Background: an optimization exercise with open tools, aiming at small area, a short achievable clock period and few clock cycles per item. Do not read the settings as production practice. Function was checked by simulation only, so behaviour that the tests miss may differ from the original. Power is estimated from default activity; no workload was simulated.

[flow/run.sh]
#!/bin/bash
# synth_recipe.tcl (not shown) runs the flow's synth.tcl, then flattens the netlist and writes it again
# the make line also repeats each setting of config.mk as NAME=value (left out here)
make -C /OpenROAD-flow-scripts/flow DESIGN_CONFIG=/design/flow/config.mk WORK_HOME=/design/flow/orfs CLKGATE_MAP_FILE= SYNTH_SCRIPT=/design/flow/synth_recipe.tcl finish
[flow/config.mk]
export PLATFORM = sky130hd
export DESIGN_NAME = fpe_codec
export DESIGN_NICKNAME = fpe_codec
export VERILOG_FILES = /design/flow/design.v
export SDC_FILE = /design/flow/constraint.sdc
export NUM_CORES = 4
export LEC_CHECK = 0
export CAP_MARGIN = 20
export CORE_MARGIN = 2
export CORE_UTILIZATION = 40
export SLEW_MARGIN = 20
[flow/constraint.sdc]
create_clock -name core_clock -period 12.5 [get_ports {clk}]
set_input_delay 2.5000 -clock core_clock [delete_from_list [all_inputs] [get_ports {clk}]]
set_output_delay 2.5000 -clock core_clock [all_outputs]
set_load 0.01 [all_outputs]
[flow/design.v]
module fpe_codec (
    input  wire        clk,
    input  wire        rst,         
    input  wire        start,
    input  wire        op,          
    input  wire [3:0]  width,       
    input  wire        order,       
    input  wire [1:0]  ovf,         
    input  wire [7:0]  offset,      
    input  wire [31:0] scale,
    input  wire [63:0] value,       
    input  wire [63:0] field_in,    
    output reg         done,
    output reg  [7:0]  fault,
    output reg  [63:0] raw,
    output reg  [63:0] dval,
    output reg  [63:0] field_out
);
    localparam [7:0] F_NONE      = 8'h00;
    localparam [7:0] F_CFG_WIDTH = 8'h02;
    localparam [7:0] F_CFG_SCALE = 8'h03;
    localparam [7:0] F_CFG_OVF   = 8'h04;
    localparam [7:0] F_RANGE     = 8'h06;
    localparam [7:0] F_NOT_FIN   = 8'h07;
    localparam [7:0] F_OVERFLOW  = 8'h08;
    localparam [2:0] S_IDLE    = 3'd0;
    localparam [2:0] S_MUL     = 3'd1;
    localparam [2:0] S_ENC_RND = 3'd2;
    localparam [2:0] S_ENC_CNV = 3'd3;
    localparam [2:0] S_DEC_NRM = 3'd4;
    localparam [2:0] S_DIV     = 3'd5;
    localparam [2:0] S_DEC_RND = 3'd6;
    reg [2:0]  state;
    reg [5:0]  cnt;
    reg [3:0]  width_r;
    reg        order_r;
    reg [1:0]  ovf_r;
    reg [31:0] scale_r;
    reg               sign_r;
    reg signed [12:0] ex_r;      
    reg [84:0] mcand;            
    reg [84:0] acc;              
    reg [52:0] mant_r;           
    reg        zero_r;
    reg [63:0] n_r;
    reg [64:0] rem;
    reg [64:0] dvs;
    reg [54:0] q;
    reg signed [7:0] dexp_r;
    wire [8:0] end_ofs = {1'b0, offset} + {5'b0, width};
    reg  [7:0] chk_fault;
    always @(*) begin
        if (width == 4'd0 || width > 4'd8)         chk_fault = F_CFG_WIDTH;
        else if (scale == 32'd0)                   chk_fault = F_CFG_SCALE;
        else if (!op && ovf == 2'd3)               chk_fault = F_CFG_OVF;
        else if (end_ofs > 9'd256)                 chk_fault = F_RANGE;
        else if (!op && value[62:52] == 11'h7FF)   chk_fault = F_NOT_FIN;
        else                                       chk_fault = F_NONE;
    end
    reg [63:0] n_in;
    integer i;
    always @(*) begin
        n_in = 64'd0;
        for (i = 0; i < 8; i = i + 1) begin
            if (i < {28'd0, width}) begin
                if (!order) n_in[8*i +: 8] = field_in[8*i +: 8];
                else        n_in[8*i +: 8] = field_in[8*({28'd0, width}-1-i) +: 8];
            end
        end
    end
    reg [6:0]  p_lead;       
    reg [6:0]  p_sh;         
    reg [84:0] p_shifted;
    reg [84:0] p_lost;
    reg [84:0] p_half;
    reg        p_up;
    reg [53:0] p_mant;
    integer j;
    always @(*) begin
        p_lead = 7'd0;
        for (j = 0; j < 85; j = j + 1)
            if (acc[j]) p_lead = j[6:0];
        p_sh      = (p_lead > 7'd52) ? (p_lead - 7'd52) : 7'd0;
        p_shifted = acc >> p_sh;
        p_lost    = acc & ((85'd1 << p_sh) - 85'd1);
        p_half    = (p_sh == 7'd0) ? 85'd0 : (85'd1 << (p_sh - 7'd1));
        p_up      = (p_sh != 7'd0) &&
                    ((p_lost > p_half) || (p_lost == p_half && p_shifted[0]));
        p_mant    = {1'b0, p_shifted[52:0]} + {53'd0, p_up};
    end
    reg [116:0] c_full;
    reg [63:0]  c_tlo;       
    reg         c_tbig;      
    reg         c_inf;
    reg [63:0]  c_mask;      
    reg         c_nz;
    reg         c_inrange;
    reg [63:0]  c_n;
    reg [7:0]   c_fault;
    reg [63:0]  c_field;
    integer k;
    always @(*) begin
        c_full = 117'd0;
        c_tlo  = 64'd0;
        c_tbig = 1'b0;
        c_inf  = (ex_r >= 13'sd972);
        if (zero_r) begin
            c_tlo  = 64'd0;
            c_tbig = 1'b0;
        end else if (ex_r >= 13'sd64) begin
            c_tlo  = 64'd0;
            c_tbig = 1'b1;
        end else if (ex_r >= 13'sd0) begin
            c_full = {64'd0, mant_r} << ex_r[5:0];
            c_tlo  = c_full[63:0];
            c_tbig = |c_full[116:64];
        end else if (ex_r > -13'sd53) begin
            c_tlo  = {11'd0, mant_r >> (-ex_r)};
            c_tbig = 1'b0;
        end
        c_mask    = (width_r == 4'd8) ? {64{1'b1}} : ((64'd1 << {width_r, 3'b000}) - 64'd1);
        c_nz      = c_tbig || (c_tlo != 64'd0);
        c_inrange = !c_tbig && ((c_tlo & ~c_mask) == 64'd0);
        c_fault   = F_NONE;
        c_n       = 64'd0;
        if (c_inf) begin
            if (ovf_r == 2'd2) c_n = sign_r ? 64'd0 : c_mask;
            else               c_fault = F_OVERFLOW;
        end else if (!sign_r || !c_nz) begin
            if (c_inrange)          c_n = c_tlo;
            else if (ovf_r == 2'd0) c_fault = F_OVERFLOW;
            else if (ovf_r == 2'd1) c_n = c_tlo & c_mask;
            else                    c_n = c_mask;
        end else begin
            if (ovf_r == 2'd0)      c_fault = F_OVERFLOW;
            else if (ovf_r == 2'd1) c_n = (~c_tlo + 64'd1) & c_mask;
            else                    c_n = 64'd0;
        end
        c_field = 64'd0;
        for (k = 0; k < 8; k = k + 1) begin
            if (k < {28'd0, width_r}) begin
                if (!order_r) c_field[8*k +: 8] = c_n[8*k +: 8];
                else          c_field[8*({28'd0, width_r}-1-k) +: 8] = c_n[8*k +: 8];
            end
        end
    end
    reg [5:0] d_ln;
    reg [4:0] d_ls;
    integer m;
    always @(*) begin
        d_ln = 6'd0;
        for (m = 0; m < 64; m = m + 1)
            if (n_r[m]) d_ln = m[5:0];
        d_ls = 5'd0;
        for (m = 0; m < 32; m = m + 1)
            if (scale_r[m]) d_ls = m[4:0];
    end
    reg [52:0] r_mant;
    reg        r_g, r_st, r_up;
    reg [53:0] r_sum;
    reg signed [11:0] r_exp;
    reg [51:0] r_frac;
    always @(*) begin
        if (q[54]) begin
            r_mant = q[54:2];
            r_g    = q[1];
            r_st   = q[0] | (rem != 65'd0);
            r_exp  = {{4{dexp_r[7]}}, dexp_r};
        end else begin
            r_mant = q[53:1];
            r_g    = q[0];
            r_st   = (rem != 65'd0);
            r_exp  = {{4{dexp_r[7]}}, dexp_r} - 12'sd1;
        end
        r_up  = r_g && (r_st || r_mant[0]);
        r_sum = {1'b0, r_mant} + {53'd0, r_up};
        if (r_sum[53]) r_exp = r_exp + 12'sd1;
        r_frac = r_sum[53] ? 52'd0 : r_sum[51:0];
        r_exp = r_exp + 12'sd1023;
    end
    always @(posedge clk) begin
        if (rst) begin
            state     <= S_IDLE;
            done      <= 1'b0;
            fault     <= F_NONE;
            raw       <= 64'd0;
            dval      <= 64'd0;
            field_out <= 64'd0;
            cnt       <= 6'd0;
        end else begin
            done <= 1'b0;
            case (state)
            S_IDLE: if (start) begin
                width_r <= width;
                order_r <= order;
                ovf_r   <= ovf;
                scale_r <= scale;
                if (chk_fault != F_NONE) begin
                    done  <= 1'b1;
                    fault <= chk_fault;
                end else if (!op) begin
                    sign_r <= value[63];
                    if (value[62:52] == 11'd0) begin
                        mcand  <= {32'd0, 1'b0, value[51:0]};
                        ex_r   <= -13'sd1074;
                    end else begin
                        mcand  <= {32'd0, 1'b1, value[51:0]};
                        ex_r   <= $signed({2'b00, value[62:52]}) - 13'sd1075;
                    end
                    acc   <= 85'd0;
                    cnt   <= 6'd0;
                    state <= S_MUL;
                end else begin
                    n_r   <= n_in;
                    state <= S_DEC_NRM;
                end
            end
            S_MUL: begin
                if (scale_r[cnt[4:0]]) acc <= acc + mcand;
                mcand <= mcand << 1;
                cnt   <= cnt + 6'd1;
                if (cnt == 6'd31) state <= S_ENC_RND;
            end
            S_ENC_RND: begin
                zero_r <= (acc == 85'd0);
                if (p_mant[53]) begin
                    mant_r <= p_mant[53:1];
                    ex_r   <= ex_r + $signed({6'd0, p_sh}) + 13'sd1;
                end else begin
                    mant_r <= p_mant[52:0];
                    ex_r   <= ex_r + $signed({6'd0, p_sh});
                end
                state <= S_ENC_CNV;
            end
            S_ENC_CNV: begin
                done  <= 1'b1;
                fault <= c_fault;
                if (c_fault == F_NONE) begin
                    raw       <= c_n;
                    field_out <= c_field;
                end
                state <= S_IDLE;
            end
            S_DEC_NRM: begin
                if (n_r == 64'd0) begin
                    done  <= 1'b1;
                    fault <= F_NONE;
                    raw   <= 64'd0;
                    dval  <= 64'd0;
                    state <= S_IDLE;
                end else begin
                    rem    <= {1'b0, n_r << (6'd63 - d_ln)};
                    dvs    <= {1'b0, scale_r << (5'd31 - d_ls), 32'd0};
                    dexp_r <= $signed({2'b00, d_ln}) - $signed({3'b000, d_ls});
                    q      <= 55'd0;
                    cnt    <= 6'd0;
                    state  <= S_DIV;
                end
            end
            S_DIV: begin
                if (rem >= dvs) begin
                    rem <= (rem - dvs) << 1;
                    q   <= {q[53:0], 1'b1};
                end else begin
                    rem <= rem << 1;
                    q   <= {q[53:0], 1'b0};
                end
                cnt <= cnt + 6'd1;
                if (cnt == 6'd54) state <= S_DEC_RND;
            end
            S_DEC_RND: begin
                done  <= 1'b1;
                fault <= F_NONE;
                raw   <= n_r;
                dval  <= {1'b0, r_exp[10:0], r_frac};
                state <= S_IDLE;
            end
            default: state <= S_IDLE;
            endcase
        end
    end
endmodule
==> notes.md <==
## synthesized netlist by cell type (150+ instances only)
master    count
and3_1      187
dfxtp_1     205
o21ai_0     600
nor3_1      337
mux4_2      163
mux2i_1     506
a21oi_1     695
nor2_1     1187
nand2_1    1279
clkbuf_1    471
xnor2_1     187
xor2_1      150
inv_1       217
edfxtp_1    500
nand3_1     317
ha_1        305
## sequential cells by signal (all words and copies together) (netlist names), 6 cells and up
register,flops
cnt,6
dexp_r,7
n_r,64
q,55
acc,85
mant_r,53
mcand,85
field_out,64
ex_r,13
rem,65
dvs,32
raw,64
dval,63
scale_r,32
## metal layers
layer  track usage  up-vias
met1         0.539    43800
met3        0.0801     1134
met5             0        -
met4         0.218       10
met2         0.603     5492
li1              -    39000
## area by class of cell
cell class / instances / area share
multi-input cells: 8680 / 0.641
flip-flops and latches: 705 / 0.211
repair buffers: 677 / 0.0676
well taps: 2656 / 0.0368
clock buffers: 119 / 0.0269
inverters: 241 / 0.0100
clock inverters: 41 / 0.00590
diodes: 24 / 0.000664
## logic make-up after synthesis
| kind of cell | synth area share |
|---|---|
| fa+ha+maj | 0.0487 |
| flops | 0.238 |
| xor+xnor | 0.0371 |
| compound gates | 0.253 |
| mux | 0.126 |
| buf+inv | 0.0518 |
| other cells | 0.0000934 |
| simple gates | 0.244 |
## path summary, 6_finish.rpt
path / from / to / slack [ns] / cells after the start
min: field_out[34]$_SDFFE_PP0P_ / field_out[34]$_SDFFE_PP0P_ / 0.44 / 2
max: acc[59]$_SDFFCE_PN0P_ / mant_r[49]$_DFFE_PP_ / 0.58 / 43
min reg2reg: field_out[34]$_SDFFE_PP0P_ / field_out[34]$_SDFFE_PP0P_ / 0.44 / 2
max reg2reg: acc[59]$_SDFFCE_PN0P_ / mant_r[49]$_DFFE_PP_ / 0.58 / 43
## stage by stage
| step | utilization | instances |
|---|---|---|
| after floorplan | - | 10400 |
| after global placement | 0.437 | 13000 |
| after detailed placement | 0.437 | 13000 |
| after CTS | 0.452 | 13100 |
| after global routing | 0.453 | 13100 |
| final | 0.453 | 13100 |
## power by group through the flow
stage	Sequential, W	Combinational [W]	Clock (W)
floorplan	0.00293	0.00410	0
global placement	0.00304	0.00639	0
detailed placement	0.00305	0.00637	0
CTS	0.00300	0.00640	0.00271
global route	0.00303	0.00698	0.00279
finish	0.00301	0.00668	0.00267
## repair_timing
action                                  4_1_cts  5_1_grt
endpoints found under the hold margin         0        0
hold buffers                                  0        0
endpoints found under the setup margin        0       43
gates resized for setup                       0        4
## worst max-delay path: cells and delay by family (launching register included)
kind	cells	cell delay [ns]
simple gates	21	5.80
compound gates	13	3.23
fa+ha+maj	5	1.13
buf+inv	3	0.62
flops	1	0.53
xor+xnor	1	0.27
==> qor.json <==
{
  "status": {"value": "complete, no violations"},
  "min_path_type": {"value": "reg -> reg"},
  "route.met3.wl": {"value": 41400, "unit": "µm"},
  "postCtsSetupBuffers": {"value": 0},
  "die_height": {"value": 452, "unit": "µm"},
  "area_growth_syn_to_fin": {"value": 12.5, "unit": "%"},
  "synth-edff-count": {"value": 500},
  "portion_of_total_power_attributed_to_the_clock_network": {"value": 0.216},
  "syn-instance-count": {"value": 10300},
  "per_cell_via_count_in_the_routed_design": {"value": 6.81},
  "initial_core_util": {"value": 0.403},
  "timing.critical_path.mode_cell": {"value": "ha_1"},
  "dr_total_vias": {"value": 89500},
  "netSwitchingPower": {"value": 0.00594, "unit": "W"},
  "detail_route.wl_per_cell": {"value": 32.6, "unit": "µm"},
  "timing.final.crit_share": {"value": 0.953},
  "highest_layer": {"value": "met5"},
  "layout_setup_ws": {"value": 0.583, "unit": "ns"},
  "grt_start_max_net_pins": {"value": 116},
  "most-common-layout-cells": {"value": "nand2_1 (1278), nor2_1 (1174), a21oi_1 (687), o21ai_0 (594), mux2i_1 (506)"},
  "wl_met1": {"value": 175000, "unit": "µm"},
  "fin_setup_tns": {"value": 0, "unit": "ns"},
  "grt_antenna_before_repair": {"value": 31},
  "setup-violations-final": {"value": 0},
  "groute.usage.overall": {"value": 0.401},
  "layout.nets": {"value": 10900},
  "cts_root_buf": {"value": "clkbuf_16"},
  "finalWeightedCongestion": {"value": 1.07},
  "worstMarginPinSlew": {"value": 1.33, "unit": "ns"},
  "fillerInstances": {"value": 20100},
  "rows": {"value": 164},
  "timing.critical_path.fanout_max": {"value": 15},
  "pre_cts_ws": {"value": 0.662, "unit": "ns"},
  "detail_route.wirelength": {"value": 428000, "unit": "µm"},
  "worst_ir_drop_vdd": {"value": 0.113, "unit": "mV"},
  "cts_made_buffers": {"value": 87},
  "finalInstanceArea": {"value": 90400, "unit": "µm²"},
  "maximum_number_of_buffers_from_clock_root_to_sink": {"value": 3},
  "switching_share_of_total_power": {"value": 0.481},
  "grt_pass1_vias": {"value": 83200},
  "placement.io_buffers": {"value": 374},
  "layout_min_cycle_time": {"value": 11.92, "unit": "ns"},
  "die_width": {"value": 452, "unit": "µm"},
  "critPathRequiredTime": {"value": 12.95, "unit": "ns"},
  "report.final.slew_viol_count": {"value": 0},
  "ios": {"value": 380},
  "post_dp_area": {"value": 87300, "unit": "µm²"},
  "tritoncts": {"value": "built"},
  "seq_power_share": {"value": 0.244},
  "fin_hold_ws": {"value": 0.441, "unit": "ns"},
  "drive_above_1_share": {"value": 0.0978},
  "synth.top_cells.by_area": {"value": "edfxtp_1 (19%), mux2i_1 (6.3%), nand2_1 (6.0%), nor2_1 (5.5%), dfxtp_1 (5.1%)"},
  "worstSetupStartpointType": {"value": "flip-flop"},
  "relSlewSlack": {"value": 0.117},
  "max_clock_freq": {"value": 83.9, "unit": "MHz"},
  "crit_type": {"value": "reg -> reg"},
  "largest_stage_delay_worst_path": {"value": 0.65, "unit": "ns"},
  "routed-wl-met2": {"value": 184000, "unit": "µm"},
  "drt-initial-drc-count": {"value": 12600},
  "clock_tree.htree_level_count": {"value": 3},
  "overflow": {"value": 0},
  "layout_commonest_cell": {"value": "nand2_1"},
  "worst_setup_hold_path_clk_slew": {"value": 0.06, "unit": "ns"},
  "hpwlAfterDp": {"value": 327000, "unit": "µm"},
  "fp.coreArea": {"value": 200000, "unit": "µm²"},
  "yosysTopAreaCellShare": {"value": 0.187},
  "internal_power": {"value": 0.00641, "unit": "W"},
  "ys_warn_count": {"value": 2},
  "timing.critical_path.arrival": {"value": 12.36, "unit": "ns"},
  "mean_area_per_synthesized_cell": {"value": 7.81, "unit": "µm²"},
  "ff_latch_area": {"value": 19100, "unit": "µm²"},
  "post_synth_instance_area": {"value": 80400, "unit": "µm²"},
  "synth_sequential_area_ratio": {"value": 0.238},
  "max_cap_violations": {"value": 0},
  "total_leakage_power": {"value": 34.1, "unit": "nW"},
  "die_area": {"value": 205000, "unit": "µm²"},
  "synthFlopType": {"value": "edfxtp_1"},
  "number_of_storage_elements_in_the_synthesis_netlist": {"value": 705},
  "timing.critical_path.to_type": {"value": "flip-flop"},
  "synth_largest_area_cell": {"value": "edfxtp_1"},
  "detail_route.first_pass.iterations": {"value": 10},
  "cpMaxStageDelayCell": {"value": "or4_1"},
  "power.density": {"value": 137, "unit": "nW/µm²"},
  "timing_hold_violations_final": {"value": 0},
  "yosys.cell_types.count": {"value": 133},
  "rsz0062_at_grt": {"value": "false"},
  "drt_drc_violations_left": {"value": 0},
  "worst_clock_skew": {"value": 0.0881, "unit": "ns"},
  "synthArstFlopShare": {"value": 0},
  "numClockSinks": {"value": 705},
  "power.share.combinational": {"value": 0.540},
  "grt_first_pass_wirelength": {"value": 609000, "unit": "µm"},
  "postRouteAntennaNets": {"value": 0},
  "multi_input_comb_area": {"value": 57900, "unit": "µm²"},
  "clkLatencyLatePin": {"value": 0.78, "unit": "ns"},
  "total_power": {"value": 0.0124, "unit": "W"}
}
Testbench counts, summed over its fixed seeds: cycles 111,232, ops 2,400.

[port drivers added, routing unchanged]
The results above use ideal ports. As a check the final layout listed here was re-extracted and re-timed, cells and wires unchanged. Step 1 sets driving cells, clkbuf_16 on the clock port and buf_2 on the other inputs (assumed; they add their load-dependent delay and slew). Step 2 moves the port delays by t, midway between the first and last clock arrival at a register: inputs arrive t later, outputs are due t later. That takes back most of the time a late clock gives input paths. Slacks: no drivers / after step 1 / after step 2; pairs: no drivers / after step 1.
t (ns): 0.842
slack for setup (ns): 0.583 / 0.583 / 0.583
hold slack, ns: 0.441 / 0.441 / 0.441
latest minus earliest clock arrival (ns): 0.088 / 0.088
After both steps this run still meets setup and hold. For this run, drivers alone change the setup slack by 0.000 ns; drivers and shift together by 0.000 ns.
